This design comes from an exercise in tuning for small area, a short achievable clock period and few clock cycles on the open sky130 flow, not from production work.
Where RTL was checked, it was by simulation tests only, not by an equivalence proof against the original.
Function not checked in runs 3 to 6: the RTL went through the layout flow alone.
Power is estimated from default activity; no workload was simulated.

`flow/config.mk`:
```
export PLATFORM = sky130hd
export DESIGN_NAME = montctx32
export DESIGN_NICKNAME = montctx32
export VERILOG_FILES = /design/flow/design.v
export SDC_FILE = /design/flow/constraint.sdc
export NUM_CORES = 4
export LEC_CHECK = 0
export CAP_MARGIN = 20
export CORE_MARGIN = 2
export CORE_UTILIZATION = 60
export SETUP_SLACK_MARGIN = 2.0
export SLEW_MARGIN = 20
```
`flow/constraint.sdc`:
```
create_clock -name core_clock -period 5.0 [get_ports {clk}]
set_input_delay 1.0000 -clock core_clock [delete_from_list [all_inputs] [get_ports {clk}]]
set_output_delay 1.0000 -clock core_clock [all_outputs]
set_load 0.01 [all_outputs]
```
`flow/design.v`:
```
module montctx32 (
    input  wire        clk,
    input  wire        rst,       
    input  wire        start,     
    input  wire [1:0]  variant,
    input  wire [31:0] n,
    output wire        ready,
    output reg         done,
    output wire [3:0]  status,
    output wire [31:0] ninv,
    output reg  [31:0] rmodn,
    output wire [31:0] r2modn
);
    localparam [1:0] S_IDLE  = 2'd0,
                     S_SETUP = 2'd1,
                     S_RUN   = 2'd2;
    reg [1:0]  state;
    reg        ready_q;
    reg [4:0]  cnt;
    reg [31:0] n_q;
    reg [33:0] n3_q;      
    reg [1:0]  v_q;
    reg [1:0]  st_q;      
    reg        st0_q;     
    reg [31:0] r_q;       
    reg [31:0] z_q;       
    reg [31:0] c_q;       
    reg        cin_q;     
    assign ready  = ready_q;
    assign status = {1'b0, st_q, st0_q};
    assign ninv   = z_q;
    assign r2modn = r_q;
    wire accept = start & ready_q;
    reg [31:0] maxmod;
    always @(*) begin
        case (v_q)
            2'd0: maxmod = 32'hFFFF_FFFF;
            2'd1: maxmod = 32'h7FFF_FFFF;
            2'd2: maxmod = 32'h3FFF_FFFF;
            default: maxmod = 32'h2AAA_AAA9;
        endcase
    end
    wire is_even  = ~n_q[0];
    wire is_one   = (n_q == 32'd1);
    wire is_range = (n_q > maxmod);
    wire bad      = is_even | is_one | is_range;
    wire [31:0] smear;
    genvar g;
    generate
        for (g = 0; g < 32; g = g + 1) begin : g_smear
            assign smear[g] = |n_q[31:g];
        end
    endgenerate
    wire [31:0] msb = smear & ~{1'b0, smear[31:1]};   
    wire l_even = |(msb & 32'hAAAA_AAAA);
    wire [31:0] r_init = l_even ? ((~n_q + 32'd1) & smear) : msb;
    reg  [4:0]  half;                                
    integer k;
    always @(*) begin
        half = 5'd0;
        for (k = 1; k < 32; k = k + 2)
            if (n_q[k]) half = (k + 1) >> 1;
            else if (n_q[k-1]) half = (k - 1) >> 1;
    end
    wire [33:0] r4  = {r_q, 2'b00};
    wire [34:0] c1  = {1'b0, r4} - {3'b0, n_q};
    wire [34:0] c2  = {1'b0, r4} - {2'b0, n_q, 1'b0};
    wire [34:0] c3  = {1'b0, r4} - {1'b0, n3_q};
    wire [31:0] r_next = !c3[34] ? c3[31:0] :
                         !c2[34] ? c2[31:0] :
                         !c1[34] ? c1[31:0] : r4[31:0];
    wire [1:0]  t_lo = z_q[1:0] + c_q[1:0] + {1'b0, cin_q};
    wire        d0 = t_lo[0];
    wire        d1 = t_lo[1] ^ (t_lo[0] & n_q[1]);
    wire [31:0] dn = d1 ? (d0 ? n3_q[31:0] : {n_q[30:0], 1'b0})
                        : (d0 ? n_q : 32'd0);
    wire [31:0] fa_s = z_q ^ c_q ^ ~dn;
    wire [31:0] fa_c = (z_q & c_q) | (z_q & ~dn) | (c_q & ~dn);
    wire [32:0] cy   = {fa_c, cin_q};                 
    wire [2:0]  lo_sum = {1'b0, fa_s[1:0]} + {1'b0, cy[1:0]} + 3'd1;
    wire        cin_nx = lo_sum[2];
    wire [31:0] tmask;                   
    generate
        for (g = 0; g < 30; g = g + 1) begin : g_mask
            assign tmask[g] = ({cnt[3:0], 1'b0} <= 5'd29 - g);
        end
    endgenerate
    assign tmask[31:30] = 2'b00;
    wire [31:0] z_next = {d1, d0, (tmask[29:0] & fa_s[31:2]) | (~tmask[29:0] & z_q[31:2])};
    wire [31:0] c_next = {2'b00, tmask[29:0] & cy[31:2]};
    always @(posedge clk) begin
        done <= 1'b0;
        n3_q <= {2'b0, n_q} + {1'b0, n_q, 1'b0};
        case (state)
            S_SETUP: begin
                r_q   <= r_init;
                z_q   <= 32'd1;
                c_q   <= 32'd0;
                cin_q <= 1'b0;
                cnt   <= half;
                st_q  <= {bad, ~is_even & ~is_one & is_range};
                st0_q <= ~is_even & is_one;
                if (bad) begin
                    done  <= 1'b1;
                    state <= S_IDLE;
                end else begin
                    state <= S_RUN;
                end
            end
            S_RUN: begin
                r_q <= r_next;
                z_q   <= (cnt == 5'd15) ? 32'd1 : z_next;
                c_q   <= (cnt == 5'd15) ? 32'd0 : c_next;
                cin_q <= (cnt != 5'd15) & cin_nx;
                cnt <= cnt + 5'd1;
                if (cnt == 5'd16)
                    rmodn <= r_q;
                if (cnt == 5'd31) begin
                    done  <= 1'b1;
                    state <= accept ? S_SETUP : S_IDLE;
                end
            end
            default: begin
                r_q   <= r_next;
                z_q   <= z_next;
                c_q   <= c_next;
                cin_q <= cin_nx;
                if (accept)
                    state <= S_SETUP;
            end
        endcase
        if (accept) begin
            n_q <= n;
            v_q <= variant;
        end
        ready_q <= 1'b0;
        if ((state == S_IDLE & ~accept) | (state == S_SETUP & bad) |
            (state == S_RUN & cnt == 5'd31 & ~accept) |
            (state == S_RUN & cnt == 5'd30))
            ready_q <= 1'b1;
        if (rst) begin
            state   <= S_IDLE;
            done    <= 1'b0;
            ready_q <= 1'b1;
        end
    end
endmodule
```
`flow/run.sh`:
```
#!/bin/bash
# synth_recipe.tcl (not shown) runs the flow's synth.tcl, then flattens the netlist and writes it again
# the make line also repeats each setting of config.mk as NAME=value (left out here)
make -C /OpenROAD-flow-scripts/flow DESIGN_CONFIG=/design/flow/config.mk WORK_HOME=/design/flow/orfs CLKGATE_MAP_FILE= SYNTH_SCRIPT=/design/flow/synth_recipe.tcl finish
```
==> results of run 1 <==
-- metrics by stage --
| stage | power [W] | utilization [%] |
|---|---|---|
| 2_1_floorplan | 0.01005 | - |
| 3_3_place_gp | 0.01301 | 67.43 |
| 3_5_place_dp | 0.01320 | 67.43 |
| 4_1_cts | 0.01699 | 77.60 |
| 5_1_grt | 0.02014 | 83.17 |
| 6_report | 0.01928 | 83.17 |
-- repair_timing --
action                                  in CTS  in global routing
setup buffers                              112                 70
resized for setup                          267                233
endpoints found under the setup margin      92                 76
gates cloned                                 3                  4
pin swaps                                   63                118
hold buffers                                 0                  0
-- layout by cell type (no fill, tap or decap), types with 21 or more instances in the layout --
cell	count
nand2_1	189
buf_4	166
inv_1	143
clkdlybuf4s50_1	137
nor2_1	135
ha_1	130
a21oi_1	121
dfxtp_1	106
o21ai_0	101
xnor2_1	89
edfxtp_1	74
nand3_1	59
a21o_1	56
nor3_1	44
ha_4	39
o31ai_1	35
clkbuf_16	35
a211oi_1	32
xor2_1	32
fa_1	30
a21oi_2	26
buf_6	24
o21a_1	23
and3_1	22
o21ai_1	22
ha_2	21
dfxtp_2	21
-- final cells by class --
class | instances | area, um^2 | share of cell area (%)
timing repair buffer | 352 | 3390 | 14.16
clock inverter | 5 | 25.02 | 0.1045
multi-input combinational | 1648 | 13510 | 56.46
inverter | 175 | 723.2 | 3.021
sequential | 207 | 4933 | 20.61
clock buffer | 43 | 870.8 | 3.638
tap | 384 | 480.5 | 2.007
-- routing by layer --
metal	vias to the layer above	global-route usage (%)	wire, um
li1	8319	-	-
met5	-	0	0
met4	0	22.29	5317
met1	8996	51.82	25670
met3	381	6.948	7945
met2	1511	64.39	31580
-- registers in the layout (all words and copies together), names as in the netlist --
| register | count |
|---|---|
| n3_q | 34 |
| st0_q | 1 |
| rmodn | 32 |
| c_q | 30 |
| state | 2 |
| cnt | 5 |
| done | 1 |
| ready_q | 1 |
| z_q | 32 |
| st_q | 2 |
| cin_q | 1 |
| v_q | 2 |
| n_q | 32 |
| r_q | 32 |
-- worst max-delay path by stage --
| stage | to | cells past startpoint | startpoint | slack (ns) |
|---|---|---|---|---|
| after CTS | r_q[8] | 12 | n_q[13] | 1.95 |
| final | n3_q[33] | 14 | n_q[1] | 1.77 |
| after detailed placement | r_q[20] | 11 | n_q[30] | 0.75 |
| after global routing | n3_q[33] | 14 | n_q[1] | 1.70 |
| after global placement | r_q[20] | 11 | n_q[30] | 0.98 |
| after floorplan | r_q[27] | 13 | n_q[14] | 2.01 |
-- worst register-to-register path, cell delays in order (launching register included) --
cell,delay [ns]
edfxtp_1,0.41
buf_6,0.16
ha_4,0.18
inv_2,0.05
fa_2,0.36
nor2b_2,0.15
o21ai_2,0.10
a21bo_2,0.27
a211oi_4,0.33
o41ai_4,0.13
buf_4,0.18
o21ai_2,0.24
a31oi_4,0.19
o211ai_1,0.22
a31o_2,0.19
-- cells in the mapped netlist (56+ instances only) --
cell type / n
nand3_1: 64
a21oi_1: 148
edfxtp_1: 74
inv_1: 174
a21o_1: 56
clkbuf_1: 67
dfxtp_1: 133
xnor2_1: 91
o21ai_0: 134
nor2_1: 145
ha_1: 190
nand2_1: 197
-- logic make-up (layout without fill, tap and decap cells) --
family | Yosys count | after routing | share of synthesized area (%)
compound gates | 655 | 655 | 25.03
xor+xnor | 124 | 124 | 6.166
simple gates | 623 | 623 | 16.81
flops | 207 | 207 | 27.73
fa+ha+maj | 223 | 223 | 17.25
mux | 22 | 22 | 1.335
other cells | 1 | 1 | 0.02129
buf+inv | 255 | 575 | 5.661
-- power breakdown --
part	switching (W)	internal (W)	total, W	leakage [nW]
sequential	0.000689	0.00234	0.00303	1.81
combinational	0.00788	0.00636	0.0142	7.57
clock	0.000822	0.00118	0.00201	0.446
total	0.00939	0.00989	0.0193	9.82
==> flow_summary.json, run 1 <==
{
  "crit_top_cell": "o21ai_2",
  "setup_viol": 0,
  "cts_buffers": 26,
  "rr_endpoint": "n3_q[33]",
  "slew_viol_final": 0,
  "path_class": "register to register",
  "die_w_um": 175.3,
  "cp_max_fo": 6,
  "cp-start-kind": "register",
  "drive_gt1_share_pct": 24.77,
  "wl_mm": 70.52,
  "netlist_top_cells_area": "dfxtp_1 (15%), ha_1 (13%), edfxtp_1 (13%)",
  "hold_viol_final": 0,
  "initial_core_util_pct": 61.20,
  "grtUsageTotal_pct": 40.29,
  "hold_start": "z_q[5]",
  "rsz0062_at_grt": "true",
  "yosysTopAreaCell": "dfxtp_1",
  "yosys_warnings": 1,
  "tightest_slew_ns": 0.8942,
  "syn_area_per_cell_um2": 8.348,
  "synth_top_area_share_pct": 15.12,
  "syn_inst": 2110,
  "cp_cell_sequence": "buf_6, ha_4, inv_2, fa_2, nor2b_2, o21ai_2, a21bo_2, a211oi_4, o41ai_4, buf_4, o21ai_2, a31oi_4, o211ai_1, a31o_2",
  "stdcell_area_mm2": 0.02394,
  "grt_max_degree": 64,
  "pin_count": 139,
  "crit_buf_inv": 3,
  "p_leak_nw": 9.824,
  "die_h_um": 175.3,
  "hold_class": "register to register",
  "critPathSlowestCell": "edfxtp_1",
  "synth_fp_nets": 2370,
  "fill_cells": 1646,
  "drt_iter0_markers": 2765,
  "drc_errors": 0,
  "antennaDiodeCount": 0,
  "place_area_mm2": 0.01941,
  "antenna_found_initial": 0,
  "synthToLayoutAreaGrowth_pct": 35.89,
  "via_count": 19207,
  "synth_edf_count": 74,
  "rows": 62,
  "overflow": 0,
  "clockBufferDepth": 3,
  "critPathRequiredTime_ns": 5.49,
  "fmax_mhz": 309.3,
  "rr_worst_depth": 14,
  "synth_ff_type": "dfxtp_1",
  "hpwl_mm": 45.21,
  "cp-end-kind": "register",
  "hold_end": "z_q[3]",
  "grt_pass1_vias": 17263,
  "place_inst": 2577,
  "fin_skew_ns": 0.02374,
  "max_stage_delay_ns": 0.41,
  "rrSetupSlack_ns": 1.77,
  "path_clk_slew_ns": 0.06,
  "dr.pass1.iters": 9,
  "hold_depth": 2,
  "critical-path-top-delay-family": "compound AO/OA/AOI/OAI gates",
  "ir_drop_mv": 1.661,
  "outcome": "finished clean",
  "fin_crit_sh_pct": 64.66,
  "wl_per_cell_um": 25.06,
  "portBuffers": 137,
  "gp_congestion": 1.085,
  "ys_seq_elements": 207,
  "clock-sinks": 207,
  "ys_types": 88,
  "async_flop_share_pct": 0,
  "cp.arrival_ns": 3.72,
  "cap_violations": 0,
  "fin_setup_tns_ns": 0,
  "final_cells": 2814,
  "yosysSeqAreaShare_pct": 27.73,
  "worst_slack_ns": 1.767,
  "dieArea_mm2": 0.03074,
  "cts_tree": "yes",
  "maxSlewHeadroom_pct": 40.32,
  "core_area_mm2": 0.02878,
  "nets": 2670,
  "place_ws_ns": 0.7459,
  "synthesis.area_mm2": 0.01761,
  "clock_latency_ns": 0.57,
  "powerDensity_mw_per_mm2": 805.5,
  "holdWs_ns": 0.5332,
  "cts_htree_levels": 1,
  "fin_crit_ns": 3.233,
  "ant_nets": 0,
  "worst_r2r_startpoint": "n_q[1]",
  "grt_pass1_wl_mm": 97.05,
  "root_buffer": "clkbuf_16",
  "via_per_inst": 6.826
}
Testbench counts, summed over its fixed seeds: cycles 40,553.
==> inputs of run 2 (changes only) <==
--- a/flow/config.mk
+++ b/flow/config.mk
@@ -7,6 +7,6 @@
 export LEC_CHECK = 0
 export CAP_MARGIN = 20
 export CORE_MARGIN = 2
-export CORE_UTILIZATION = 60
+export CORE_UTILIZATION = 40
 export SETUP_SLACK_MARGIN = 2.0
 export SLEW_MARGIN = 20
==> run 2 against run 1 <==
Net effect:
- clock power increased by 7%
- routed wire length is 0.31% lower
- non-clock buffer count increased by 34
==> flow_summary.json, run 2 <==
{
  "overflow": 0,
  "fin_setup_tns_ns": 0,
  "final_cell_mix": "buf_4 (196), nand2_1 (184), inv_1 (141)",
  "slew_viol_final": 0,
  "grt_max_degree": 64,
  "grt_pass1_wl_mm": 102.3,
  "tightest_slew_ns": 0.7947,
  "dr.pass1.iters": 7,
  "drc_errors": 0,
  "die_h_um": 213.8,
  "pin_count": 139,
  "highest_layer": "met4",
  "yosysTopAreaCell": "dfxtp_1",
  "synth_edf_count": 74,
  "cp-start-kind": "register",
  "fmax_mhz": 310.3,
  "finalPower_w": 0.01994,
  "cts_tree": "yes",
  "hold_class": "register to register",
  "dieArea_mm2": 0.04573,
  "grt_pass1_vias": 17140,
  "cap_violations": 0,
  "via_per_inst": 5.946,
  "top_register": "n3_q",
  "largest_register_ffs": 34,
  "initial_core_util_pct": 40.71,
  "critPathRequiredTime_ns": 5.46,
  "powerDensity_mw_per_mm2": 808.7,
  "netlist_top_cells_area": "dfxtp_1 (15%), ha_1 (13%), edfxtp_1 (13%)",
  "fill_cells": 3821,
  "cp_max_fo": 7,
  "core_area_mm2": 0.04327,
  "fin_skew_ns": 0.008103,
  "via_count": 18154,
  "cp-end-kind": "register",
  "yosysSeqAreaShare_pct": 27.73,
  "root_buffer": "clkbuf_16",
  "wl_met2_mm": 32.40,
  "final_common_cell": "buf_4",
  "wl_per_cell_um": 23.03,
  "wl_met1_mm": 29.73,
  "die_w_um": 213.8,
  "hpwl_mm": 49.69,
  "path_clk_slew_ns": 0.06,
  "wl_met3_mm": 4.314,
  "path_class": "register to register",
  "antenna_found_initial": 0,
  "wl_mm": 70.30,
  "drive_gt1_share_pct": 27.07,
  "fin_crit_sh_pct": 64.45,
  "async_flop_share_pct": 0,
  "clock_latency_ns": 0.57,
  "hold_viol_final": 0,
  "synth_fp_nets": 2370,
  "rows": 76,
  "stdcell_area_mm2": 0.02465,
  "rsz0062_at_grt": "true",
  "setup_viol": 0,
  "synthesis.area_mm2": 0.01761,
  "syn_area_per_cell_um2": 8.348,
  "ys_seq_elements": 207,
  "cp.arrival_ns": 3.68,
  "ir_drop_mv": 0.4966,
  "p_leak_nw": 10.01,
  "yosys-top-cells-count": "nand2_1 (197), ha_1 (190), inv_1 (174), a21oi_1 (148), nor2_1 (145)",
  "portBuffers": 137,
  "gp_congestion": 0.9782,
  "antennaDiodeCount": 0,
  "place_area_mm2": 0.01967,
  "synth_ff_type": "dfxtp_1",
  "maxSlewHeadroom_pct": 46.96,
  "yosys_warnings": 1,
  "synthToLayoutAreaGrowth_pct": 39.94,
  "outcome": "finished clean",
  "ant_nets": 0,
  "synth_top_area_share_pct": 15.12,
  "postCtsHoldBufs": 0,
  "drt_iter0_markers": 1891,
  "clockBufferDepth": 3,
  "nets": 2707,
  "cts_buffers": 28,
  "fin_crit_ns": 3.222,
  "cts_htree_levels": 1,
  "grtUsageTotal_pct": 29.33,
  "clock-sinks": 207,
  "synth_most_common_cell": "nand2_1",
  "ys_types": 88,
  "syn_inst": 2110
}
## run 2: cell types whose count changed in the layout (fill, tap and decap cells not counted), moves of 6 or more
| cell | delta |
|---|---|
| a21oi_1 | -9 |
| buf_4 | +30 |
| inv_4 | -6 |
| a21oi_2 | +6 |
| buf_6 | +9 |
| a211oi_1 | +6 |
| clkinvlp_4 | +6 |
## run 2: metrics by stage
stage	hold slack, ns	cells	utilization (%)	worst slack, ns
2_1_floorplan	0.4357	2110	-	2.008
3_3_place_gp	0.4784	2779	45.45	0.7539
3_5_place_dp	0.4960	2779	45.45	0.6779
4_1_cts	0.5043	2971	53.24	1.884
5_1_grt	0.5319	3053	56.97	1.588
6_report	0.5146	3053	56.97	1.778
## run 2: area by class of cell
| type | instances | area, um^2 | share of cell area, % |
|---|---|---|---|
| inverters | 175 | 728.2 | 2.954 |
| flip-flops and latches | 207 | 4937 | 20.03 |
| clock inverters | 15 | 187.7 | 0.7614 |
| clock buffers | 36 | 775.7 | 3.147 |
| well taps | 585 | 732.0 | 2.969 |
| multi-input cells | 1649 | 13650 | 55.37 |
| repair buffers | 386 | 3640 | 14.77 |
## run 2: power by group
part / switching [W] / leakage, nW / internal, W
sequential: 0.000654 / 1.81 / 0.00234
clock: 0.000852 / 0.482 / 0.00130
combinational: 0.00803 / 7.72 / 0.00676
## run 2: kinds of logic (layout without fill, tap and decap cells)
kind of cell               after synthesis  count (layout)  synth area share, %
buffers and inverters                  255             612                5.661
and+or+nand+nor                        623             623                16.81
DFF                                    207             207                27.73
adders and majority gates              223             223                17.25
muxes                                   22              22                1.335
xor gates and xnor gates               124             125                6.166
AOI/OAI and AO/OA                      655             655                25.03
other                                    1               1              0.02129
## run 2: worst paths after layout
kind,slack (ns),end,start,cells after the start
worst max-delay path,1.78,r_q[27],n_q[9],13
worst min-delay path,0.51,state[1],state[1],2
worst max register to register,1.78,r_q[27],n_q[9],13
worst min register to register,0.51,state[1],state[1],2
## run 2: repair_timing
| action | CTS | global route |
|---|---|---|
| resized for setup | 318 | 215 |
| buffers inserted | 139 | 77 |
| endpoints found under the setup margin | 100 | 65 |
| cloned | 2 | 5 |
| endpoints found under the hold margin | 0 | 0 |
| pin swaps | 98 | 124 |
## run 2: routing by layer
layer	global-route usage (%)	vias up
met4	12.93	0
li1	-	8387
met5	0	-
met3	3.237	199
met1	38.74	8780
met2	48.43	788
## run 2: critical path, cell delays in order (launching register included)
cell       delay, ns
edfxtp_1        0.47
inv_4           0.14
ha_4            0.23
a211oi_4        0.27
nor3b_4         0.26
and3_4          0.24
nor2_4          0.06
a2111oi_4       0.31
buf_4           0.18
nor2_4          0.05
buf_8           0.16
and3_1          0.18
a32o_1          0.21
o41a_1          0.35
==> inputs of run 3 (changes only) <==
--- a/flow/design.v
+++ b/flow/design.v
@@ -51,16 +51,14 @@
             assign smear[g] = |n_q[31:g];
         end
     endgenerate
-    wire [31:0] msb = smear & ~{1'b0, smear[31:1]};   
-    wire l_even = |(msb & 32'hAAAA_AAAA);
-    wire [31:0] r_init = l_even ? ((~n_q + 32'd1) & smear) : msb;
+    wire [31:0] msb    = smear & ~{1'b0, smear[31:1]};
+    wire [31:0] r_init = (msb | {1'b0, msb[31:1]}) & 32'h5555_5555;
     reg  [4:0]  half;                                
     integer k;
     always @(*) begin
         half = 5'd0;
         for (k = 1; k < 32; k = k + 2)
-            if (n_q[k]) half = (k + 1) >> 1;
-            else if (n_q[k-1]) half = (k - 1) >> 1;
+            if (n_q[k] | n_q[k-1]) half = (k - 1) >> 1;
     end
     wire [33:0] r4  = {r_q, 2'b00};
     wire [34:0] c1  = {1'b0, r4} - {3'b0, n_q};
==> run 3 against run 2 <==
Net effect:
- still clean
- critical path depth unchanged
- synthesized cell count down 8.0%
- non-clock buffer count down 70
- via count down 11%
- sequential share of layout area up 1.9 points
- hold slack about the same
- combinational power down 18%
- die area down 6.6%
- largest power group unchanged
- highest routed layer unchanged
==> flow_summary.json, run 3 <==
{
  "synth_top_area_share_pct": 16.21,
  "dr.pass1.iters": 5,
  "cp.arrival_ns": 3.67,
  "path_clk_slew_ns": 0.06,
  "die_h_um": 206.7,
  "ys_seq_elements": 207,
  "clock-sinks": 207,
  "cts_htree_levels": 1,
  "syn_area_per_cell_um2": 8.459,
  "largest_register_ffs": 34,
  "core_area_mm2": 0.04065,
  "wl_per_cell_um": 21.58,
  "die_w_um": 206.7,
  "async_flop_share_pct": 0,
  "grtUsageTotal_pct": 27.16,
  "via_count": 16191,
  "drive_gt1_share_pct": 23.04,
  "tightest_slew_ns": 0.8577,
  "portBuffers": 137,
  "fin_skew_ns": 0.03505,
  "gp_congestion": 0.9511,
  "top_register": "n3_q",
  "rows": 74,
  "clockBufferDepth": 3,
  "overflow": 0,
  "fin_crit_ns": 3.180,
  "ys_types": 88,
  "netlist_top_cells_area": "dfxtp_1 (16%), ha_1 (14%), edfxtp_1 (14%)",
  "root_buffer": "clkbuf_16",
  "grt_pass1_vias": 15337,
  "outcome": "finished clean",
  "ir_drop_mv": 0.4168,
  "clock_latency_ns": 0.57,
  "fmax_mhz": 314.4,
  "via_per_inst": 5.824,
  "finalPower_w": 0.01716,
  "place_area_mm2": 0.01843,
  "cts_tree": "yes",
  "powerDensity_mw_per_mm2": 761.1,
  "slew_viol_final": 0,
  "stdcell_area_mm2": 0.02254,
  "fin_setup_tns_ns": 0,
  "pin_count": 139,
  "maxSlewHeadroom_pct": 42.82,
  "cts_buffers": 27,
  "antennaDiodeCount": 0,
  "initial_core_util_pct": 40.42,
  "grt_max_degree": 64,
  "yosys_warnings": 1,
  "setup_viol": 0,
  "synth_most_common_cell": "nand2_1",
  "final_cell_mix": "nand2_1 (198), inv_1 (146), buf_4 (142)",
  "hold_viol_final": 0,
  "final_common_cell": "nand2_1",
  "critPathRequiredTime_ns": 5.49,
  "dieArea_mm2": 0.04271,
  "postCtsHoldBufs": 0,
  "p_leak_nw": 9.027,
  "hold_class": "register to register",
  "synthToLayoutAreaGrowth_pct": 37.21,
  "fill_cells": 3606,
  "synthesis.area_mm2": 0.01643,
  "cp-start-kind": "register",
  "path_class": "register to register",
  "yosysSeqAreaShare_pct": 29.73,
  "ant_nets": 0,
  "yosysTopAreaCell": "dfxtp_1",
  "multi_input_area_mm2": 0.01215,
  "grt_pass1_wl_mm": 89.15,
  "drc_errors": 0,
  "syn_inst": 1942,
  "synth_fp_nets": 2193,
  "ff_latch_area_mm2": 0.004947,
  "nets": 2478,
  "hpwl_mm": 41.53,
  "yosys-top-cells-count": "nand2_1 (203), ha_1 (181), inv_1 (181), a21oi_1 (166), nor2_1 (139)",
  "synth_ff_type": "dfxtp_1",
  "fin_crit_sh_pct": 63.61,
  "cp-end-kind": "register",
  "drt_iter0_markers": 1419,
  "rsz0062_at_grt": "true",
  "cp_max_fo": 7,
  "cap_violations": 0,
  "wl_mm": 59.99,
  "antenna_found_initial": 0,
  "synth_edf_count": 74
}
## run 3: stage by stage
step / hold slack [ns] / util, % / worst slack [ns] / std cells
6_report: 0.5148 / 55.45 / 1.820 / 2780
3_3_place_gp: 0.5051 / 45.35 / 1.078 / 2565
3_5_place_dp: 0.5118 / 45.35 / 0.9725 / 2565
2_1_floorplan: 0.5021 / - / 1.949 / 1942
4_1_cts: 0.5167 / 52.92 / 1.780 / 2725
5_1_grt: 0.5466 / 55.45 / 1.745 / 2780
## run 3: final cells by class
| type | instances | share of cell area [%] |
|---|---|---|
| clock buffer | 38 | 3.503 |
| multi-input combinational | 1494 | 53.92 |
| inverter | 181 | 3.086 |
| clock inverter | 12 | 0.7993 |
| tap | 532 | 2.953 |
| timing repair buffer | 316 | 13.79 |
| sequential | 207 | 21.95 |
## run 3: cell families (layout without fill, tap and decap cells)
family | count (synthesis) | count (layout) | share of synthesized area (%)
buffers and inverters | 248 | 547 | 5.941
and+or+nand+nor | 528 | 532 | 14.58
DFF | 207 | 207 | 29.73
muxes | 13 | 13 | 0.8378
other | 1 | 1 | 0.02283
xor gates and xnor gates | 106 | 107 | 5.651
AOI/OAI and AO/OA | 623 | 625 | 25.31
adders and majority gates | 216 | 216 | 17.93
## run 3: timing repair
action                     CTS  global route
gates cloned                11             1
buffers inserted            99            54
resized for setup          243           136
pin swaps                   68            64
setup endpoints to repair   91            80
## run 3: report_power, final
part           switching, W  leakage [nW]  internal [W]  total, W
Sequential         0.000589          1.79       0.00222   0.00281
Combinational       0.00664          6.77       0.00557    0.0122
Clock              0.000825         0.465       0.00131   0.00214
## run 3: path summary, 6_finish.rpt
kind              slack (ns)  cells past startpoint      to   start
hold reg to reg         0.51                      2  z_q[6]  z_q[8]
hold / removal          0.51                      2  z_q[6]  z_q[8]
setup reg to reg        1.82                     13  r_q[4]  n_q[1]
setup / recovery        1.82                     13  r_q[4]  n_q[1]
## run 3: per-layer routing
metal | global-route usage (%) | part of all wire [%] | up-vias
li1 | - | - | 7589
met2 | 43.66 | 46 | 621
met3 | 3.297 | 5.9 | 163
met1 | 36.02 | 42 | 7818
met5 | 0 | 0 | -
met4 | 13.67 | 5.8 | 0
## run 3: critical path, stage by stage (launching register included)
cell and delay, ns:
edfxtp_1 0.48, inv_4 0.14, ha_4 0.21, nor2b_4 0.12
o31a_1 0.30, a31oi_4 0.23, a211oi_4 0.11, o311ai_4 0.35
o21ai_4 0.12, a41o_4 0.31, buf_8 0.15, o21a_1 0.11
a311o_1 0.29, a31oi_1 0.17
==> inputs of run 4 (changes only) <==
--- a/flow/config.mk
+++ b/flow/config.mk
@@ -10,3 +10,4 @@
 export CORE_UTILIZATION = 40
 export SETUP_SLACK_MARGIN = 2.0
 export SLEW_MARGIN = 20
+export TNS_END_PERCENT = 0
==> run 4 against run 3 <==
Net effect:
- still clean
- area after synthesis is the same
- sequential cell count unchanged
- clock power decreased by 3%
- via count is 3.2% lower
- setup slack got worse by 0.12 ns
- largest cell class unchanged
- largest power group unchanged
- highest routed layer unchanged
==> flow_summary.json, run 4 <==
{
  "antennaDiodeCount": 0,
  "synth_ff_type": "dfxtp_1",
  "synth_compound_area_share_pct": 25.31,
  "core_area_mm2": 0.04065,
  "fmax_mhz": 303.1,
  "hold_class": "register to register",
  "hold_viol_final": 0,
  "cp_max_fo": 8,
  "rrSetupSlack_ns": 1.70,
  "postCtsHoldBufs": 0,
  "synth_top_family_by_area": "compound AO/OA/AOI/OAI gates",
  "place_ws_ns": 0.7593,
  "rr_endpoint": "r_q[31]",
  "synth_fp_nets": 2193,
  "path_clk_slew_ns": 0.06,
  "yosys_warnings": 1,
  "async_flop_share_pct": 0,
  "overflow": 0,
  "synthAdderAreaFrac_pct": 17.93,
  "hold_start": "z_q[7]",
  "via_count": 15669,
  "drt_iter0_markers": 1357,
  "grt_pass1_wl_mm": 88.09,
  "grt_pass1_vias": 14976,
  "final_cell_mix": "nand2_1 (201), ha_1 (154), inv_1 (153)",
  "synth_most_common_cell": "nand2_1",
  "synthesis.area_mm2": 0.01643,
  "holdWs_ns": 0.5224,
  "drc_errors": 0,
  "fin_crit_sh_pct": 65.98,
  "clock_latency_ns": 0.57,
  "slew_viol_final": 0,
  "fin_skew_ns": 0.01303,
  "rsz0062_at_grt": "true",
  "gp_congestion": 0.9187,
  "p_leak_nw": 8.501,
  "cts_tree": "yes",
  "grtUsageTotal_pct": 26.82,
  "nets": 2405,
  "ant_nets": 0,
  "root_buffer": "clkbuf_16",
  "dr.pass1.iters": 5,
  "synth-simple-area-share_pct": 14.58,
  "syn_area_per_cell_um2": 8.459,
  "die_w_um": 206.7,
  "netlist_top_cells_area": "dfxtp_1 (16%), ha_1 (14%), edfxtp_1 (14%)",
  "outcome": "finished clean",
  "cp-start-kind": "register",
  "synthMuxAreaShare_pct": 0.8378,
  "syn_inst": 1942,
  "final_common_cell": "nand2_1",
  "synth-xor-area-share_pct": 5.651,
  "cap_violations": 0,
  "cts_htree_levels": 1,
  "synth_top_area_share_pct": 16.21,
  "largest_register_ffs": 34,
  "top_register": "n3_q",
  "drive_gt1_share_pct": 14.67,
  "ys_types": 88,
  "ys_seq_elements": 207,
  "worst_r2r_startpoint": "n_q[1]",
  "critPathRequiredTime_ns": 5.46,
  "clock-sinks": 207,
  "place_inst": 2566,
  "initial_core_util_pct": 40.42,
  "path_class": "register to register",
  "grt_max_degree": 64,
  "setup_viol": 0,
  "worst_slack_ns": 1.701,
  "via_per_inst": 5.788,
  "cp.arrival_ns": 3.76,
  "tightest_slew_ns": 0.8420,
  "pin_count": 139,
  "rr_worst_depth": 14,
  "ir_drop_mv": 0.4094,
  "yosys-top-cells-count": "nand2_1 (203), ha_1 (181), inv_1 (181), a21oi_1 (166), nor2_1 (139)",
  "cp-end-kind": "register",
  "powerDensity_mw_per_mm2": 738.1,
  "rows": 74,
  "portBuffers": 137,
  "hold_end": "z_q[5]",
  "hpwl_mm": 42.32,
  "final_cells": 2707,
  "antenna_found_initial": 0,
  "wl_per_cell_um": 21.55,
  "die_h_um": 206.7,
  "hold_depth": 2,
  "fin_crit_ns": 3.299,
  "wl_mm": 58.34,
  "dieArea_mm2": 0.04271,
  "cts_buffers": 28,
  "yosysSeqAreaShare_pct": 29.73,
  "fin_setup_tns_ns": 0,
  "maxSlewHeadroom_pct": 43.87,
  "yosysTopAreaCell": "dfxtp_1",
  "synthToLayoutAreaGrowth_pct": 27.28,
  "synth_edf_count": 74,
  "clockBufferDepth": 3
}
-- run 4: through the flow --
stage | total power (W) | utilization (%) | cell area (um^2)
detailed placement | 0.01179 | 45.28 | 18410
CTS | 0.01502 | 50.76 | 20630
finish | 0.01543 | 51.44 | 20910
global placement | 0.01166 | 45.22 | 18380
floorplan | 0.008975 | - | 16430
global route | 0.01655 | 51.44 | 20910
-- run 4: report_power, final --
group	switching, W	total (W)	internal (W)	leakage (nW)
registers	0.000561	0.00275	0.00219	1.79
logic	0.00605	0.0106	0.00456	6.26
clock network	0.000816	0.00207	0.00126	0.453
total	0.00743	0.0154	0.00801	8.50
-- run 4: layout make-up --
class,count,area [um^2]
clock inverter,5,80.08
multi-input combinational,1488,11290
clock buffer,46,850.8
fill,3832,19740
sequential,207,4903
timing repair buffer,248,2416
tap,532,665.6
inverter,181,701.9
-- run 4: per-layer routing --
metal  track usage (%)  routed length, um  up-vias
met1             35.76              25410     7601
met4             9.643               2336        0
met5                 0                  0        -
met2             44.59              27520      520
li1                  -                  -     7440
met3             3.344               3066      108
-- run 4: critical path, cell delays in order, from the launching register on --
cell and delay, ns:
edfxtp_1 0.46, inv_4 0.12, ha_4 0.20, nor2b_4 0.13
o31a_1 0.31, a31oi_4 0.26, a211oi_4 0.11, o311ai_4 0.39
o21ai_4 0.14, a41oi_4 0.32, buf_12 0.18, buf_12 0.14
buf_4 0.12, o32ai_1 0.09, a31o_2 0.22
-- run 4: how the worst max path moves through the flow --
stage | startpoint | to | slack [ns] | cells after the start
after floorplan | n_q[1] | r_q[4] | 1.70 | 13
final | n_q[1] | r_q[31] | 1.70 | 14
after global routing | n_q[12] | r_q[8] | 1.61 | 15
after global placement | n_q[1] | r_q[7] | 0.66 | 13
after CTS | n_q[12] | r_q[8] | 1.79 | 15
after detailed placement | n_q[0] | r_q[29] | 0.76 | 13
-- run 4: logic make-up after synthesis --
group	Yosys count
other	1
buffers and inverters	248
DFF	207
muxes	13
xor gates and xnor gates	106
and+or+nand+nor	528
AOI/OAI and AO/OA	623
adders and majority gates	216
-- run 4: repair_timing --
action                     CTS  global route
setup endpoints to repair  105            81
gates cloned                 4             1
setup buffers               77             8
resized for setup          155            41
pin swaps                   37            27
==> inputs of run 5 (changes only) <==
--- a/flow/design.v
+++ b/flow/design.v
@@ -64,9 +64,12 @@
     wire [34:0] c1  = {1'b0, r4} - {3'b0, n_q};
     wire [34:0] c2  = {1'b0, r4} - {2'b0, n_q, 1'b0};
     wire [34:0] c3  = {1'b0, r4} - {1'b0, n3_q};
-    wire [31:0] r_next = !c3[34] ? c3[31:0] :
-                         !c2[34] ? c2[31:0] :
-                         !c1[34] ? c1[31:0] : r4[31:0];
+    wire        sel3 = ~c3[34];
+    wire        sel2 = c3[34] & ~c2[34];
+    wire        sel1 = c2[34] & ~c1[34];
+    wire        sel0 = c1[34];
+    wire [31:0] r_next = ({32{sel3}} & c3[31:0]) | ({32{sel2}} & c2[31:0]) |
+                         ({32{sel1}} & c1[31:0]) | ({32{sel0}} & r4[31:0]);
     wire [1:0]  t_lo = z_q[1:0] + c_q[1:0] + {1'b0, cin_q};
     wire        d0 = t_lo[0];
     wire        d1 = t_lo[1] ^ (t_lo[0] & n_q[1]);
--- a/flow/config.mk
+++ b/flow/config.mk
@@ -8,6 +8,6 @@
 export CAP_MARGIN = 20
 export CORE_MARGIN = 2
 export CORE_UTILIZATION = 40
-export SETUP_SLACK_MARGIN = 2.0
+export SETUP_SLACK_MARGIN = 2.4
 export SLEW_MARGIN = 20
 export TNS_END_PERCENT = 0
==> run 5 against run 4 <==
Net effect:
- still clean
- via count fell by 4.7%
- non-clock buffer count fell by 20
- total power fell by 5.8%
- sequential power hardly changed
- critical path depth stayed put
- global-route usage decreased by 2.6 points
- critical endpoint is now r_q[2]
==> flow_summary.json, run 5 <==
{
  "maxSlewHeadroom_pct": 39.08,
  "synth_compound_area_share_pct": 22.54,
  "stdcell_area_mm2": 0.02000,
  "synth_most_common_cell": "ha_1",
  "nets": 2333,
  "wl_met3_mm": 3.144,
  "top_register": "n3_q",
  "fill_cells": 3712,
  "clock-sinks": 207,
  "outcome": "finished clean",
  "synthesis.area_mm2": 0.01598,
  "dr.pass1.iters": 6,
  "ys_seq_elements": 207,
  "cp_max_fo": 8,
  "die_h_um": 203.9,
  "critPathRequiredTime_ns": 5.43,
  "via_count": 14931,
  "synth_fp_nets": 2136,
  "rsz0062_at_grt": "true",
  "wl_met1_mm": 24.32,
  "wl_per_cell_um": 19.96,
  "hpwl_mm": 39.22,
  "hold_class": "register to register",
  "fmax_mhz": 308.5,
  "grt_pass1_wl_mm": 78.94,
  "cts_htree_levels": 1,
  "highest_layer": "met4",
  "overflow": 0,
  "rrSetupSlack_ns": 1.76,
  "slew_viol_final": 0,
  "portBuffers": 137,
  "p_sw_w": 0.007158,
  "fin_skew_ns": 0.01660,
  "via_per_inst": 5.682,
  "initial_core_util_pct": 40.41,
  "cts_tree": "yes",
  "ir_drop_mv": 0.5458,
  "yosysTopAreaCell": "dfxtp_1",
  "path_clk_slew_ns": 0.06,
  "finalPower_w": 0.01453,
  "powerDensity_mw_per_mm2": 726.6,
  "pin_count": 139,
  "place_ws_ns": 0.9673,
  "gp_congestion": 0.9526,
  "tightest_slew_ns": 0.9138,
  "cap_violations": 0,
  "core_area_mm2": 0.03955,
  "syn_inst": 1885,
  "swShare_pct": 49.25,
  "synthToLayoutAreaGrowth_pct": 25.14,
  "ff_latch_area_mm2": 0.004896,
  "drt_iter0_markers": 913,
  "async_flop_share_pct": 0,
  "hold_viol_final": 0,
  "fin_crit_ns": 3.241,
  "cp-start-kind": "register",
  "synth_ff_type": "dfxtp_1",
  "final_util_pct": 50.57,
  "worst_slack_ns": 1.759,
  "largest_register_ffs": 34,
  "yosys_warnings": 1,
  "fin_setup_tns_ns": 0,
  "yosysSeqAreaShare_pct": 30.56,
  "synthMuxAreaShare_pct": 0.6576,
  "p_int_w": 0.007375,
  "ys_types": 80,
  "antennaDiodeCount": 0,
  "drive_gt1_share_pct": 13.08,
  "setup_viol": 0,
  "wl_met2_mm": 23.14,
  "wl_mm": 52.47,
  "pwr-share-comb_pct": 67.8,
  "postCtsHoldBufs": 0,
  "multi_input_area_mm2": 0.01076,
  "synth_edf_count": 74,
  "dieArea_mm2": 0.04157,
  "startpoint": "n_q[1]",
  "netlist_top_cells_area": "dfxtp_1 (17%), ha_1 (14%), edfxtp_1 (14%)",
  "cts_buffers": 27,
  "root_buffer": "clkbuf_16",
  "die_w_um": 203.9,
  "place_area_mm2": 0.01791,
  "worst_r2r_startpoint": "n_q[1]",
  "fin_crit_sh_pct": 64.83,
  "final_cell_mix": "a21oi_1 (172), ha_1 (162), nor2_1 (160)",
  "final_common_cell": "a21oi_1",
  "cp.arrival_ns": 3.67,
  "grtUsageTotal_pct": 24.22,
  "synth_top_area_share_pct": 16.66,
  "yosys-top-cells-count": "ha_1 (181), a21oi_1 (180), inv_1 (178), nor2_1 (161)",
  "rr_endpoint": "r_q[2]",
  "path_class": "register to register",
  "rr_worst_depth": 14,
  "p_leak_nw": 8.133,
  "cp-end-kind": "register",
  "ant_nets": 0,
  "clock_latency_ns": 0.56,
  "grt_max_degree": 62,
  "synth_top_family_by_area": "compound AO/OA/AOI/OAI gates",
  "clockBufferDepth": 3,
  "drc_errors": 0,
  "p_clk_share_pct": 13.2,
  "synth-xor-area-share_pct": 6.083,
  "seqPwrFrac_pct": 19.0,
  "antenna_found_initial": 0,
  "crit_path_end": "r_q[2]",
  "synthAdderAreaFrac_pct": 18.43,
  "synth-simple-area-share_pct": 15.81,
  "rows": 73,
  "grt_pass1_vias": 13971,
  "syn_area_per_cell_um2": 8.479
}
## run 5: cells by family (layout without fill, tap and decap cells)
| kind of cell | after synthesis | in the layout |
|---|---|---|
| xor gates and xnor gates | 111 | 111 |
| other | 1 | 1 |
| adders and majority gates | 216 | 216 |
| AOI/OAI and AO/OA | 563 | 564 |
| muxes | 10 | 10 |
| and+or+nand+nor | 534 | 536 |
| DFF | 207 | 207 |
| buffers and inverters | 243 | 458 |
## run 5: worst min-delay path by stage
stage / from / end / slack [ns] / cells past startpoint
final: z_q[7] / z_q[5] / 0.53 / 2
after global routing: z_q[7] / z_q[5] / 0.55 / 2
after CTS: z_q[26] / z_q[24] / 0.53 / 2
after detailed placement: z_q[26] / z_q[24] / 0.51 / 2
after global placement: z_q[26] / z_q[24] / 0.51 / 2
after floorplan: n_q[0] / n3_q[0] / 0.42 / 0
## run 5: final cells by class
cell class                      count  share of cell area, %
Timing Repair Buffer              228                  10.62
Sequential cell                   207                  24.48
Clock buffer                       37                  3.985
Tap cell                          525                  3.284
Inverter                          180                  3.447
Clock inverter                     13                 0.4129
Multi-Input combinational cell   1438                  53.77
## run 5: what timing repair did
| action | CTS | global route |
|---|---|---|
| gates cloned | 2 | 3 |
| endpoints found under the setup margin | 149 | 186 |
| pin swaps | 19 | 35 |
| resized for setup | 62 | 83 |
| buffers inserted | 34 | 41 |
## run 5: metrics by stage
stage / hold slack, ns / instances
after floorplan: 0.4199 / 1885
after global placement: 0.5052 / 2498
after detailed placement: 0.5086 / 2498
after CTS: 0.5269 / 2584
after global routing: 0.5497 / 2628
final: 0.5258 / 2628
## run 5: worst max-delay path, cell delays in order (launching register included)
cell	delay (ns)
edfxtp_1	0.44
clkinv_4	0.14
ha_4	0.28
nor2b_4	0.14
o31a_4	0.18
o211ai_1	0.10
buf_4	0.16
a2111oi_4	0.28
buf_4	0.20
o21ai_4	0.09
a22oi_2	0.28
clkbuf_4	0.31
nor3_1	0.09
a2111oi_2	0.33
nor2_1	0.09
## run 5: routing by layer
metal	vias to the layer above	GRT usage, %
li1	7188	-
met5	-	0
met4	0	7.925
met1	7114	34.95
met3	90	2.312
met2	539	37.95
## run 5: power groups by stage
stage	combinational, W	sequential [W]	clock (W)
global placement	0.00860	0.00277	0
floorplan	0.00619	0.00263	0
global route	0.0108	0.00282	0.00201
detailed placement	0.00874	0.00276	0
CTS	0.00922	0.00274	0.00196
finish	0.00986	0.00276	0.00191
==> inputs of run 6 (changes only) <==
--- a/flow/config.mk
+++ b/flow/config.mk
@@ -8,6 +8,6 @@
 export CAP_MARGIN = 20
 export CORE_MARGIN = 2
 export CORE_UTILIZATION = 40
-export SETUP_SLACK_MARGIN = 2.4
+export SETUP_SLACK_MARGIN = 2.0
 export SLEW_MARGIN = 20
 export TNS_END_PERCENT = 0
==> run 6 against run 5 <==
Net effect:
- final cell count shrank 1.4%
- still clean on timing, DRC and antenna
- clock-buffer cell count up 3
- critical path depth down 1
==> flow_summary.json, run 6 <==
{
  "outcome": "finished clean",
  "fin_crit_ns": 3.384,
  "largest_register_ffs": 34,
  "synthMuxAreaShare_pct": 0.6576,
  "dieArea_mm2": 0.04157,
  "overflow": 0,
  "gp_congestion": 0.9462,
  "worst_r2r_startpoint": "n_q[18]",
  "netlist_top_cells_area": "dfxtp_1 (17%), ha_1 (14%), edfxtp_1 (14%)",
  "drt_iter0_markers": 1084,
  "portBuffers": 137,
  "cp-end-kind": "register",
  "top_register": "n3_q",
  "antennaDiodeCount": 0,
  "powerDensity_mw_per_mm2": 722.3,
  "via_count": 14599,
  "postCtsHoldBufs": 0,
  "wl_met2_mm": 22.05,
  "rr_endpoint": "r_q[8]",
  "yosys_warnings": 1,
  "hold_end": "z_q[24]",
  "path_clk_slew_ns": 0.06,
  "synth-simple-area-share_pct": 15.81,
  "grt_pass1_wl_mm": 77.99,
  "synth_ff_type": "dfxtp_1",
  "ir_drop_mv": 0.3558,
  "core_area_mm2": 0.03955,
  "syn_area_per_cell_um2": 8.479,
  "stdcell_area_mm2": 0.01943,
  "tightest_slew_ns": 0.8954,
  "ant_nets": 0,
  "yosysTopAreaCell": "dfxtp_1",
  "clock-sinks": 207,
  "highest_layer": "met4",
  "synth_compound_area_share_pct": 22.54,
  "wl_mm": 51.06,
  "place_area_mm2": 0.01789,
  "synth_edf_count": 74,
  "synth_fp_nets": 2136,
  "fmax_mhz": 295.5,
  "worst_slack_ns": 1.616,
  "p_leak_nw": 7.913,
  "synth-xor-area-share_pct": 6.083,
  "hold_depth": 2,
  "cts_buffers": 27,
  "initial_core_util_pct": 40.41,
  "ys_seq_elements": 207,
  "clockBufferDepth": 3,
  "yosysSeqAreaShare_pct": 30.56,
  "cts_htree_levels": 1,
  "synthAdderAreaFrac_pct": 18.43,
  "path_class": "register to register",
  "pin_count": 139,
  "root_buffer": "clkbuf_16",
  "drive_gt1_share_pct": 9.579,
  "synth_top_area_share_pct": 16.66,
  "synth_most_common_cell": "ha_1",
  "final_util_pct": 49.14,
  "finalPower_w": 0.01404,
  "cp-start-kind": "register",
  "rsz0062_at_grt": "true",
  "die_w_um": 203.9,
  "cp_max_fo": 21,
  "hold_class": "register to register",
  "wl_per_cell_um": 19.70,
  "die_h_um": 203.9,
  "fin_setup_tns_ns": 0,
  "async_flop_share_pct": 0,
  "nets": 2298,
  "setup_viol": 0,
  "syn_inst": 1885,
  "drc_errors": 0,
  "place_ws_ns": 1.068,
  "clock_latency_ns": 0.55,
  "dr.pass1.iters": 7,
  "yosys-top-cells-count": "ha_1 (181), a21oi_1 (180), inv_1 (178), nor2_1 (161)",
  "hpwl_mm": 39.63,
  "final_common_cell": "a21oi_1",
  "hold_viol_final": 0,
  "cts_tree": "yes",
  "rr_worst_depth": 13,
  "cap_violations": 0,
  "synthesis.area_mm2": 0.01598,
  "grt_pass1_vias": 13704,
  "via_per_inst": 5.632,
  "synth_top_family_by_area": "compound AO/OA/AOI/OAI gates",
  "final_cell_mix": "a21oi_1 (176), ha_1 (171), nor2_1 (159)",
  "ys_types": 80,
  "grt_max_degree": 61,
  "slew_viol_final": 0,
  "synthToLayoutAreaGrowth_pct": 21.59,
  "wl_met3_mm": 3.621,
  "grtUsageTotal_pct": 23.95,
  "antenna_found_initial": 0,
  "hold_start": "z_q[26]",
  "maxSlewHeadroom_pct": 40.31,
  "critPathRequiredTime_ns": 5.47,
  "fin_skew_ns": 0.01492,
  "fin_crit_sh_pct": 67.67,
  "rrSetupSlack_ns": 1.62,
  "cp.arrival_ns": 3.86,
  "rows": 73,
  "wl_met1_mm": 24.07
}
-- run 6: what timing repair did --
action	4_1_cts	5_1_grt
endpoints found under the setup margin	108	108
gates resized for setup	40	47
pin swaps	14	19
setup buffers	11	33
cloned	0	1
-- run 6: power by group --
group / switching (W) / leakage, nW / internal (W)
Clock: 0.000794 / 0.440 / 0.00114
Combinational: 0.00552 / 5.68 / 0.00383
Sequential: 0.000560 / 1.79 / 0.00219
-- run 6: critical path, stage by stage, from the launching register on --
cell and delay [ns]:
edfxtp_1 0.41, inv_1 0.16, ha_2 0.43, nand3_1 0.12, nor3_2 0.21, and3_1 0.25, nand4_1 0.11, buf_4 0.18
a311oi_2 0.34, o21ai_2 0.14, buf_4 0.17, clkbuf_16 0.19, or3_1 0.39, a32oi_1 0.19
-- run 6: area by class of cell --
type                       instances  area [um^2]
sequential                       207         4890
timing repair buffer             196         1871
clock inverter                     9        55.05
inverter                         180        685.7
fill                            3800        20120
multi-input combinational       1435        10450
clock buffer                      40        825.8
tap                              525        656.9
-- run 6: kinds of logic (layout without fill, tap and decap cells) --
| group | Yosys count | after routing |
|---|---|---|
| mux | 10 | 10 |
| fa+ha+maj | 216 | 216 |
| other cells | 1 | 1 |
| buf+inv | 243 | 425 |
| compound gates | 563 | 563 |
| flops | 207 | 207 |
| xor+xnor | 111 | 111 |
| simple gates | 534 | 534 |
-- run 6: layer usage --
metal | up-vias | track usage (%)
met1 | 6915 | 35.43
met4 | 0 | 6.778
met5 | - | 0
met3 | 72 | 2.997
met2 | 495 | 36.43
li1 | 7117 | -
-- run 6: how the worst max path moves through the flow --
stage	from	to	slack [ns]	cells after the start
after global routing	n_q[0]	r_q[8]	1.51	14
after global placement	n_q[1]	r_q[25]	1.19	12
after floorplan	n_q[1]	r_q[2]	1.76	13
final	n_q[18]	r_q[8]	1.62	13
after detailed placement	n_q[1]	r_q[14]	1.07	13
after CTS	n_q[1]	n3_q[27]	1.57	14
-- run 6: through the flow --
stage | cells | hold WS (ns)
finish | 2592 | 0.5199
global route | 2592 | 0.5548
CTS | 2558 | 0.5262
detailed placement | 2498 | 0.5142
global placement | 2498 | 0.5076
floorplan | 1885 | 0.4199
==> inputs of run 7 (changes only) <==
--- a/flow/design.v
+++ b/flow/design.v
@@ -64,12 +64,14 @@
     wire [34:0] c1  = {1'b0, r4} - {3'b0, n_q};
     wire [34:0] c2  = {1'b0, r4} - {2'b0, n_q, 1'b0};
     wire [34:0] c3  = {1'b0, r4} - {1'b0, n3_q};
-    wire        sel3 = ~c3[34];
-    wire        sel2 = c3[34] & ~c2[34];
-    wire        sel1 = c2[34] & ~c1[34];
-    wire        sel0 = c1[34];
+    wire        setup = (state == S_SETUP);
+    wire        sel3 = ~setup & ~c3[34];
+    wire        sel2 = ~setup & c3[34] & ~c2[34];
+    wire        sel1 = ~setup & c2[34] & ~c1[34];
+    wire        sel0 = ~setup & c1[34];
     wire [31:0] r_next = ({32{sel3}} & c3[31:0]) | ({32{sel2}} & c2[31:0]) |
-                         ({32{sel1}} & c1[31:0]) | ({32{sel0}} & r4[31:0]);
+                         ({32{sel1}} & c1[31:0]) | ({32{sel0}} & r4[31:0]) |
+                         ({32{setup}} & r_init);
     wire [1:0]  t_lo = z_q[1:0] + c_q[1:0] + {1'b0, cin_q};
     wire        d0 = t_lo[0];
     wire        d1 = t_lo[1] ^ (t_lo[0] & n_q[1]);
@@ -94,7 +96,7 @@
         n3_q <= {2'b0, n_q} + {1'b0, n_q, 1'b0};
         case (state)
             S_SETUP: begin
-                r_q   <= r_init;
+                r_q   <= r_next;
                 z_q   <= 32'd1;
                 c_q   <= 32'd0;
                 cin_q <= 1'b0;
--- a/flow/config.mk
+++ b/flow/config.mk
@@ -8,6 +8,6 @@
 export CAP_MARGIN = 20
 export CORE_MARGIN = 2
 export CORE_UTILIZATION = 40
-export SETUP_SLACK_MARGIN = 2.0
+export SETUP_SLACK_MARGIN = 2.8
 export SLEW_MARGIN = 20
 export TNS_END_PERCENT = 0
==> run 7 against run 6 <==
Net effect:
- still clean
- area after synthesis rose by 0.60%
- sequential power barely moved
- sequential share of layout area fell by 0.78 points
- die area rose by 0.59%
- global-route usage barely moved
- combinational power rose by 2.9%
- final cell count fell by 0.12%
- non-clock buffer count rose by 27
- clock-buffer cell count fell by 6
- hold slack got worse by 0.00090 ns
- maximum frequency rose by 11%
- routed wire length rose by 1.8%
- critical path type unchanged
- largest power group unchanged
==> flow_summary.json, run 7 <==
{
  "outcome": "finished clean",
  "tightest_slew_ns": 0.7839,
  "rows": 73,
  "gp_congestion": 0.9666,
  "synth_top_family_by_area": "compound AO/OA/AOI/OAI gates",
  "antenna_found_initial": 0,
  "synthMuxAreaShare_pct": 0.9649,
  "cp-end-kind": "register",
  "ys_types": 90,
  "netlist_top_cells_area": "dfxtp_1 (17%), ha_1 (15%), edfxtp_1 (14%)",
  "fin_crit_ns": 3.043,
  "place_ws_ns": 1.112,
  "async_flop_share_pct": 0,
  "clock-sinks": 207,
  "wl_per_cell_um": 20.07,
  "yosys-top-cells-count": "ha_1 (190), inv_1 (180), a21oi_1 (159), nor2_1 (156), dfxtp_1 (133)",
  "place_inst": 2469,
  "largest_register_ffs": 34,
  "nets": 2306,
  "slew_viol_final": 0,
  "hold_start": "z_q[25]",
  "synthToLayoutAreaGrowth_pct": 24.96,
  "rrSetupSlack_ns": 1.96,
  "fin_setup_tns_ns": 0,
  "path_class": "register to register",
  "cp.arrival_ns": 3.45,
  "yosysTopAreaCell": "dfxtp_1",
  "via_count": 14662,
  "rsz0062_at_grt": "true",
  "synth_fp_nets": 2107,
  "powerDensity_mw_per_mm2": 704.6,
  "crit_path_end": "r_q[11]",
  "dr.pass1.iters": 8,
  "clock_latency_ns": 0.54,
  "hold_viol_final": 0,
  "grtUsageTotal_pct": 23.91,
  "synth_top_area_share_pct": 16.56,
  "fmax_mhz": 328.6,
  "drt_iter0_markers": 1173,
  "ys_seq_elements": 207,
  "fin_skew_ns": 0.01516,
  "path_clk_slew_ns": 0.06,
  "postCtsHoldBufs": 0,
  "dieArea_mm2": 0.04182,
  "initial_core_util_pct": 40.47,
  "synth-xor-area-share_pct": 5.937,
  "ir_drop_mv": 0.4912,
  "worst_r2r_startpoint": "n_q[11]",
  "via_per_inst": 5.663,
  "synthAdderAreaFrac_pct": 18.96,
  "setup_viol": 0,
  "hold_class": "register to register",
  "busiest_layer": "met2",
  "final_cells": 2589,
  "grt_util_met2_pct": 38.73,
  "maxSlewHeadroom_pct": 47.74,
  "yosys_warnings": 1,
  "root_buffer": "clkbuf_16",
  "antennaDiodeCount": 0,
  "hpwl_mm": 38.68,
  "rr_worst_depth": 10,
  "final_util_pct": 50.57,
  "pin_count": 139,
  "synthesis.area_mm2": 0.01608,
  "critPathRequiredTime_ns": 5.41,
  "cts_buffers": 25,
  "grt_max_degree": 59,
  "grt_pass1_vias": 14099,
  "portBuffers": 137,
  "synth_most_common_cell": "ha_1",
  "fin_crit_sh_pct": 60.87,
  "syn_inst": 1847,
  "synth_compound_area_share_pct": 23.34,
  "syn_area_per_cell_um2": 8.706,
  "cts_tree": "yes",
  "die_w_um": 204.5,
  "ant_nets": 0,
  "top_register": "n3_q",
  "synth_edf_count": 74,
  "core_area_mm2": 0.03973,
  "drc_errors": 0,
  "overflow": 0,
  "grt_use_met3_pct": 2.593,
  "met1_usage_pct": 34.21,
  "synth-simple-area-share_pct": 14.71,
  "final_cell_mix": "ha_1 (177), inv_1 (152), nor2_1 (150)",
  "yosysSeqAreaShare_pct": 30.38,
  "drive_gt1_share_pct": 13.71,
  "clockBufferDepth": 3,
  "rr_endpoint": "r_q[11]",
  "wl_mm": 51.97,
  "startpoint": "n_q[11]",
  "grt_pass1_wl_mm": 78.67,
  "cp_max_fo": 8,
  "finalPower_w": 0.01416,
  "cp-start-kind": "register",
  "final_common_cell": "ha_1",
  "cts_htree_levels": 1,
  "worst_slack_ns": 1.957,
  "die_h_um": 204.5,
  "p_leak_nw": 8.259,
  "cap_violations": 0,
  "synth_ff_type": "dfxtp_1"
}
run 7: cell count changes after synthesis, moves of 7 or more:
cell      change
o21ai_0       -9
nor4_1        -9
a21oi_1      -21
ha_1          +9
a221oi_1      -8
nand2_1      -30
o21ai_1       +9
clkbuf_1      -9
and3_1        +7
run 7: logic make-up (layout without fill, tap and decap cells):
family                     count (synthesis)  in the layout
AOI/OAI and AO/OA                        564            567
other                                      1              1
DFF                                      207            207
muxes                                     15             15
adders and majority gates                224            224
xor gates and xnor gates                 109            109
and+or+nand+nor                          493            493
buffers and inverters                    234            448
run 7: repair_timing:
action                                  in CTS  in global routing
buffers inserted                            43                 28
gates resized for setup                    103                 85
endpoints found under the setup margin     263                264
gates cloned                                 1                  3
pin swaps                                   18                 37
run 7: worst min-delay path by stage:
stage | end | slack, ns | cells after the start
floorplan | n3_q[0] | 0.46 | 0
finish | z_q[23] | 0.52 | 2
global route | z_q[12] | 0.54 | 2
CTS | z_q[28] | 0.51 | 2
detailed placement | z_q[28] | 0.49 | 2
global placement | z_q[28] | 0.49 | 2
run 7: metal layers:
metal  up-vias  routed length, um
met2       499              23460
met5         -                  0
met3        64               3185
met1      7015              24230
li1       7084                  -
met4         0               1090
run 7: metrics by stage:
| stage | hold WS [ns] | area [um^2] |
|---|---|---|
| 3_3_place_gp | 0.4871 | 18030 |
| 4_1_cts | 0.5093 | 19500 |
| 3_5_place_dp | 0.4907 | 18030 |
| 6_report | 0.5190 | 20090 |
| 2_1_floorplan | 0.4579 | 16120 |
| 5_1_grt | 0.5415 | 20090 |
run 7: critical path, cell delays in order (launching register included):
cell and delay (ns):
edfxtp_1 0.47, inv_4 0.14, ha_4 0.23, and3_4 0.17
a221o_1 0.41, nor4_2 0.32, a211o_1 0.28, a21oi_4 0.12
o211a_4 0.31, a222oi_1 0.34, o31ai_1 0.12
run 7: where the power goes:
group | switching (W) | leakage, nW | internal (W)
sequential | 0.000533 | 1.79 | 0.00219
combinational | 0.00551 | 6.07 | 0.00411
clock | 0.000765 | 0.399 | 0.00105
run 7: final cells by class:
class | instances | area [um^2]
Inverter | 180 | 690.7
Sequential cell | 207 | 4898
Tap cell | 525 | 656.9
Clock inverter | 11 | 87.58
Clock buffer | 34 | 710.7
Multi-Input combinational cell | 1409 | 10940
Timing Repair Buffer | 223 | 2107
Fill cell | 3738 | 19640
Testbench counts of run 7, summed over its fixed seeds: cycles 41,451.
==> inputs of run 8 (changes only) <==
--- a/flow/config.mk
+++ b/flow/config.mk
@@ -8,6 +8,6 @@
 export CAP_MARGIN = 20
 export CORE_MARGIN = 2
 export CORE_UTILIZATION = 40
-export SETUP_SLACK_MARGIN = 2.8
+export SETUP_SLACK_MARGIN = 2.4
 export SLEW_MARGIN = 20
 export TNS_END_PERCENT = 0
==> run 8 against run 7 <==
Net effect:
- register-to-register slack is essentially flat
- synthesized cell count unchanged
- clock power is essentially flat
- die area stayed put
- total power stayed put
- area after synthesis unchanged
- sequential share of layout area is the same
- critical path type unchanged
- largest power group unchanged
- highest routed layer unchanged
==> flow_summary.json, run 8 <==
{
  "worst_r2r_startpoint": "n_q[11]",
  "rr_endpoint": "r_q[11]",
  "final_common_cell": "ha_1",
  "syn_area_per_cell_um2": 8.706,
  "drc_errors": 0,
  "drive_gt1_share_pct": 13.71,
  "nets": 2306,
  "tightest_slew_ns": 0.7839,
  "synth_top_area_share_pct": 16.56,
  "cp_max_fo": 8,
  "p_leak_nw": 8.259,
  "hold_depth": 2,
  "syn_inst": 1847,
  "yosys_warnings": 1,
  "clock-sinks": 207,
  "outcome": "finished clean",
  "rows": 73,
  "maxSlewHeadroom_pct": 47.74,
  "die_h_um": 204.5,
  "pwr-share-comb_pct": 67.9,
  "overflow": 0,
  "swShare_pct": 48.08,
  "rsz0062_at_grt": "true",
  "hold_viol_final": 0,
  "clockBufferDepth": 3,
  "cap_violations": 0,
  "rr_worst_depth": 10,
  "via_count": 14662,
  "synthesis.area_mm2": 0.01608,
  "ys_types": 90,
  "top_register": "n3_q",
  "hpwl_mm": 38.68,
  "rrSetupSlack_ns": 1.96,
  "grt_max_degree": 59,
  "yosysTopAreaCell": "dfxtp_1",
  "core_area_mm2": 0.03973,
  "hold_class": "register to register",
  "dr.pass1.iters": 8,
  "wl_mm": 51.97,
  "p_clk_share_pct": 12.8,
  "path_clk_slew_ns": 0.06,
  "async_flop_share_pct": 0,
  "root_buffer": "clkbuf_16",
  "p_int_w": 0.007350,
  "fin_setup_tns_ns": 0,
  "dieArea_mm2": 0.04182,
  "netlist_top_cells_area": "dfxtp_1 (17%), ha_1 (15%), edfxtp_1 (14%)",
  "path_class": "register to register",
  "ir_drop_mv": 0.4912,
  "wl_per_cell_um": 20.07,
  "powerDensity_mw_per_mm2": 704.6,
  "slew_viol_final": 0,
  "drt_iter0_markers": 1173,
  "antennaDiodeCount": 0,
  "cp.arrival_ns": 3.45,
  "fin_skew_ns": 0.01516,
  "cts_htree_levels": 1,
  "initial_core_util_pct": 40.47,
  "cp-start-kind": "register",
  "cp-end-kind": "register",
  "grt_pass1_wl_mm": 78.67,
  "grt_pass1_vias": 14099,
  "finalPower_w": 0.01416,
  "pin_count": 139,
  "portBuffers": 137,
  "largest_register_ffs": 34,
  "synth_fp_nets": 2107,
  "setup_viol": 0,
  "p_sw_w": 0.006807,
  "critPathRequiredTime_ns": 5.41,
  "cts_tree": "yes",
  "fin_crit_sh_pct": 60.87,
  "antenna_found_initial": 0,
  "synth_most_common_cell": "ha_1",
  "synthToLayoutAreaGrowth_pct": 24.96,
  "final_cell_mix": "ha_1 (177), inv_1 (152), nor2_1 (150)",
  "clock_latency_ns": 0.54,
  "yosysSeqAreaShare_pct": 30.38,
  "ant_nets": 0,
  "hold_end": "z_q[23]",
  "grtUsageTotal_pct": 23.91,
  "synth_edf_count": 74,
  "seqPwrFrac_pct": 19.3,
  "gp_congestion": 0.9666,
  "fmax_mhz": 328.6,
  "synth_ff_type": "dfxtp_1",
  "ys_seq_elements": 207,
  "die_w_um": 204.5,
  "via_per_inst": 5.663,
  "hold_start": "z_q[25]",
  "fin_crit_ns": 3.043,
  "yosys-top-cells-count": "ha_1 (190), inv_1 (180), a21oi_1 (159), nor2_1 (156), dfxtp_1 (133)",
  "cts_buffers": 25
}
==> run 8: cell counts after synthesis <==
No cell type changed its count.
==> run 8: final cells by class <==
class / instances / area (um^2)
fillers: 3738 / 19640
multi-input cells: 1409 / 10940
flip-flops and latches: 207 / 4898
repair buffers: 223 / 2107
clock buffers: 34 / 710.7
inverters: 180 / 690.7
well taps: 525 / 656.9
clock inverters: 11 / 87.58
==> run 8: power groups by stage <==
stage	clock, W	sequential [W]	combinational [W]
2_1_floorplan	0	0.00263	0.00591
3_3_place_gp	0	0.00273	0.00820
3_5_place_dp	0	0.00273	0.00827
4_1_cts	0.00184	0.00270	0.00886
5_1_grt	0.00192	0.00278	0.0105
6_report	0.00181	0.00273	0.00962
==> run 8: how the worst max path moves through the flow <==
stage	start	end
after floorplan	n_q[1]	r_q[26]
after global placement	n_q[1]	r_q[11]
after detailed placement	n_q[1]	r_q[11]
after CTS	n_q[1]	r_q[16]
after global routing	n_q[11]	r_q[7]
final	n_q[11]	r_q[11]
==> run 8: per-layer routing <==
metal  global-route usage (%)  wire, um  up-vias
met1                    34.21     24230     7015
met2                    38.73     23460      499
met5                        0         0        -
met4                    5.357      1090        0
met3                    2.593      3185       64
li1                         -         -     7084
==> run 8: per-stage QoR <==
step	cells	hold slack, ns	cell area, um^2	worst slack (ns)	utilization (%)
floorplan	1847	0.4579	16120	2.186	-
detailed placement	2469	0.4907	18030	1.112	45.38
finish	2589	0.5190	20090	1.957	50.57
global placement	2469	0.4871	18030	1.203	45.38
global route	2589	0.5415	20090	1.858	50.57
CTS	2558	0.5093	19500	1.992	49.07
==> run 8: kinds of logic (layout without fill, tap and decap cells) <==
logic type | after synthesis | after routing | synth area share (%)
AOI/OAI and AO/OA | 564 | 567 | 23.34
xor gates and xnor gates | 109 | 109 | 5.937
adders and majority gates | 224 | 224 | 18.96
buffers and inverters | 234 | 448 | 5.680
DFF | 207 | 207 | 30.38
muxes | 15 | 15 | 0.9649
other | 1 | 1 | 0.02332
and+or+nand+nor | 493 | 493 | 14.71
==> run 8: what timing repair did <==
action / CTS / global route
endpoints found under the setup margin: 179 / 179
hold buffers: 0 / 0
setup buffers: 43 / 28
pin swaps: 18 / 37
resized for setup: 103 / 85
gates cloned: 1 / 3
==> run 8: worst max-delay path, stage by stage (launching register included) <==
cell	delay [ns]
edfxtp_1	0.47
inv_4	0.14
ha_4	0.23
and3_4	0.17
a221o_1	0.41
nor4_2	0.32
a211o_1	0.28
a21oi_4	0.12
o211a_4	0.31
a222oi_1	0.34
o31ai_1	0.12

re-timing with driven ports:
How much do the figures lean on ideal ports? The routed layouts below were timed once more, with nothing changed but the port constraints. Step 1: set_driving_cell puts a clkbuf_16 on clk and a buf_2 on each other input, an assumption about the parent block. Step 2 also shifts input and output timing later by t, the mid clock arrival at the registers, as if the neighbouring blocks saw the same clock. a / b / c = ideal ports / drivers / drivers and shift; a / b = the first two.
run | shift t [ns] | setup WS [ns] | worst setup path after step 2 | worst register clock-pin slew, ns
run 1 | 0.611 | 1.767 / 1.767 / 1.767 | register to register | 0.07 / 0.07
run 2 | 0.621 | 1.778 / 1.778 / 1.778 | register to register | 0.06 / 0.06
run 3 | 0.611 | 1.820 / 1.820 / 1.820 | register to register | 0.07 / 0.07
run 4 | 0.617 | 1.701 / 1.701 / 1.701 | register to register | 0.06 / 0.06
run 5 | 0.609 | 1.759 / 1.759 / 1.759 | register to register | 0.06 / 0.06
run 6 | 0.605 | 1.616 / 1.616 / 1.616 | register to register | 0.06 / 0.06
run 7 | 0.589 | 1.957 / 1.957 / 1.957 | register to register | 0.07 / 0.07
run 8 | 0.589 | 1.957 / 1.957 / 1.957 | register to register | 0.07 / 0.07
After both steps every run listed still meets setup and hold.
